This design comes from an exercise in tuning for small area, a short achievable clock period and few clock cycles on the open sky130 flow, not from production work. In this exercise RTL edits were held to simulation tests only and were not proved equivalent to the original.

the previous run:
// zcan_core
module zcan_core (
    input  wire        clk,
    input  wire        rst,         
    input  wire        cmd_valid,
    output wire        cmd_ready,
    input  wire [31:0] cmd_word,
    input  wire [3:0]  rd_idx,
    output reg  [31:0] rd_data,
    output wire        tx_valid,
    output reg  [7:0]  tx_data,
    input  wire        tx_ready
);
Size: ~2600 cells after synthesis, about 310 flip-flops, ~21000 sq um of cells after synthesis.
clock: 10.0 ns
lec_check: 0
cap_margin: 20
core_margin: 2
core_utilization: 55
cts_buf_list: sky130_fd_sc_hd__clkbuf_16
cts_cluster_diameter: 70
cts_cluster_size: 25
place_density: 0.65
setup_slack_margin: 4.6
slew_margin: 20
run.sh (not shown) runs the stock make flow with config.mk's settings and CLKGATE_MAP_FILE= SYNTH_SCRIPT=/design/flow/synth_recipe.tcl, a recipe that flattens the netlist after the stock synthesis.
Testbench counts of the previous run, summed over its fixed seeds: cycles 6,305.
### the previous run -> the current run
--- a/flow/design.v
+++ b/flow/design.v
@@ -45,15 +45,16 @@
     reg        st_valid, st_cerr;
     reg [3:0]  st_cause;
     reg        tx_in_frame;
     reg          q_raw  [0:QD-1];
     reg [7:0]    q_data [0:QD-1];
     reg [QW-1:0] q_rd, q_wr;
-    reg [QW:0]   q_cnt;
+    reg [QD:1]   q_th;           
     reg          q_phase;        
-    reg          q_f1, q_f2;     
+    wire         q_f1 = !q_th[QD];        
+    wire         q_f2 = !q_th[QD-1];      
     wire   maybe_tx  = cmd_word[29] & cmd_word[28] & cmd_word[27];
     wire   tx_crc2   = cmd_word[25] & ~cmd_word[24] & cmd_word[1];
     assign cmd_ready = ~maybe_tx | q_f2 | (q_f1 & ~tx_crc2);
     wire [7:0]  opc   = cmd_word[31:24];
     wire [3:0]  reg_i = cmd_word[19:16];
     wire [15:0] imm16 = cmd_word[15:0];
@@ -70,24 +71,32 @@
             OP_CRC_CFG, OP_CRC_BYTE, OP_RX_BYTE,
             OP_TX_BYTE, OP_TX_CRC:                   fmt_b = 1'b1;
             OP_SETLO, OP_SETHI:                      fmt_r = 1'b1;
             default: ;
         endcase
     end
-    reg [3:0] err_cause;
+    reg [3:0] err_cause;    
     always @(*) begin
+        err_cause = 4'd0;
         if (!(fmt_n | fmt_b | fmt_r))
             err_cause = C_ILLEGAL_OPC;
-        else if (cmd_word[23:20] != 4'd0 || (fmt_n && cmd_word[19:0] != 20'd0) ||
-                 (fmt_b && cmd_word[19:8] != 12'd0))
+        else if (cmd_word[23:20] != 4'd0)
             err_cause = C_RESERVED_NZ;
-        else if (fmt_r)
+        else if (fmt_n && cmd_word[19:0] != 20'd0)
+            err_cause = C_RESERVED_NZ;
+        else if (fmt_b && cmd_word[19:8] != 12'd0)
+            err_cause = C_RESERVED_NZ;
+        else if (fmt_r && reg_i > 4'd5)
             err_cause = C_BAD_REG;
-        else if (opc == OP_CRC_CFG || (opc == OP_TX_CRC && b8 != 8'd1 && b8 != 8'd2))
+        else if (opc == OP_CRC_CFG && b8 > 8'd1)
+            err_cause = C_BAD_IMM;
+        else if (opc == OP_TX_CRC && b8 != 8'd1 && b8 != 8'd2)
             err_cause = C_BAD_IMM;
-        else
+        else if (opc == OP_TX_SOF && tx_in_frame)
+            err_cause = C_TX_SEQ;
+        else if ((opc == OP_TX_BYTE || opc == OP_TX_CRC || opc == OP_TX_EOF) && !tx_in_frame)
             err_cause = C_TX_SEQ;
     end
     wire xfer  = cmd_valid & cmd_ready;
     wire z_ok  = (cmd_word[23:20] == 4'd0);
     wire n_ok  = z_ok && (cmd_word[19:0] == 20'd0);
     wire b_ok  = z_ok && (cmd_word[19:8] == 12'd0);
@@ -208,16 +217,18 @@
             h_last  = h_data[4] || q_phase;
         end else begin
             tx_data = (h_esc && !q_phase) ? 8'h10 : (h_data ^ {2'b00, h_esc, 5'd0});
             h_last  = !h_esc || q_phase;
         end
     end
-    assign tx_valid = (q_cnt != 0);
+    assign tx_valid = q_th[1];
     wire   tx_go  = tx_valid & tx_ready;
     wire   pop    = tx_go & h_last;
-    wire [QW:0] q_cnt_next = q_cnt + {{QW{1'b0}}, push1} + {{QW{1'b0}}, push2} - {{QW{1'b0}}, pop};
+    function q_ge(input integer k);    
+        q_ge = (k <= 0) || (k <= QD && q_th[(k < 1 || k > QD) ? 1 : k]);
+    endfunction
     function [QW-1:0] q_inc(input [QW-1:0] p);
         q_inc = (p == QD - 1) ? {QW{1'b0}} : p + 1'b1;
     endfunction
     wire [QW-1:0] q_wr1 = q_inc(q_wr);
     integer s;
     always @(posedge clk) begin
@@ -233,21 +244,19 @@
         end
     end
     always @(posedge clk) begin
         if (rst) begin
             q_rd    <= {QW{1'b0}};
             q_wr    <= {QW{1'b0}};
-            q_cnt   <= {(QW+1){1'b0}};
+            q_th    <= {QD{1'b0}};
             q_phase <= 1'b0;
-            q_f1    <= 1'b1;
-            q_f2    <= 1'b1;
         end else begin
             q_wr  <= push2 ? q_inc(q_wr1) : push1 ? q_wr1 : q_wr;
-            q_cnt <= q_cnt_next;
-            q_f1  <= (q_cnt_next <= QD - 1);
-            q_f2  <= (q_cnt_next <= QD - 2);
+            for (s = 1; s <= QD; s = s + 1)
+                q_th[s] <= pop ? (push2 ? q_ge(s - 1) : push1 ? q_ge(s) : q_ge(s + 1))
+                               : (push2 ? q_ge(s - 2) : push1 ? q_ge(s - 1) : q_ge(s));
             if (tx_go) begin
                 q_phase <= !h_last;
                 if (h_last)
                     q_rd <= q_inc(q_rd);
             end
         end
--- outcome ---
What the current run reported for count of multi-input gates has to be multiplied by 0.942 to get the figure for the previous run.
Flops: the current run fewer than the previous run
When the current run is set beside the previous run, its worst-margin pin slew turns out to be 0.041 ns smaller.
Looking at the previous run and the current run, the effective utilization at floorplan is a wash.
The fraction of area in multi-input gates number comes out lower for the previous run vs the current run.
Against the previous run, the current run comes in 2.2 points lower on layout overhead on the synthesized area.
Compared with the previous run, the current run shows a core utilization that is 1.3 points lower.
Testbench counts of the current run, summed over its fixed seeds: cycles 6,305.

[what the ideal ports hide]
Ports are ideal in the flow. The routed layouts listed here were re-timed in OpenROAD. Step 1: set_driving_cell puts a clkbuf_16 on clk and a buf_2 on each other input, an assumption about the parent block. Step 2 also shifts input and output timing later by t, the mid clock arrival at the registers, as if the neighbouring blocks saw the same clock. Three values: ideal, step 1, step 2; two values: the first two.
run | t (ns) | setup WS [ns] | hold slack, ns
the previous run | 0.635 | 4.480 / 4.397 / 4.105 | 0.456 / 0.456 / 0.456
the current run | 0.628 | 4.544 / 4.472 / 4.153 | 0.463 / 0.463 / 0.463
After both steps every run listed still meets setup and hold. The setup slack of the current run, which loses most, moves by -0.072 ns with the drivers and by -0.391 ns with both steps.
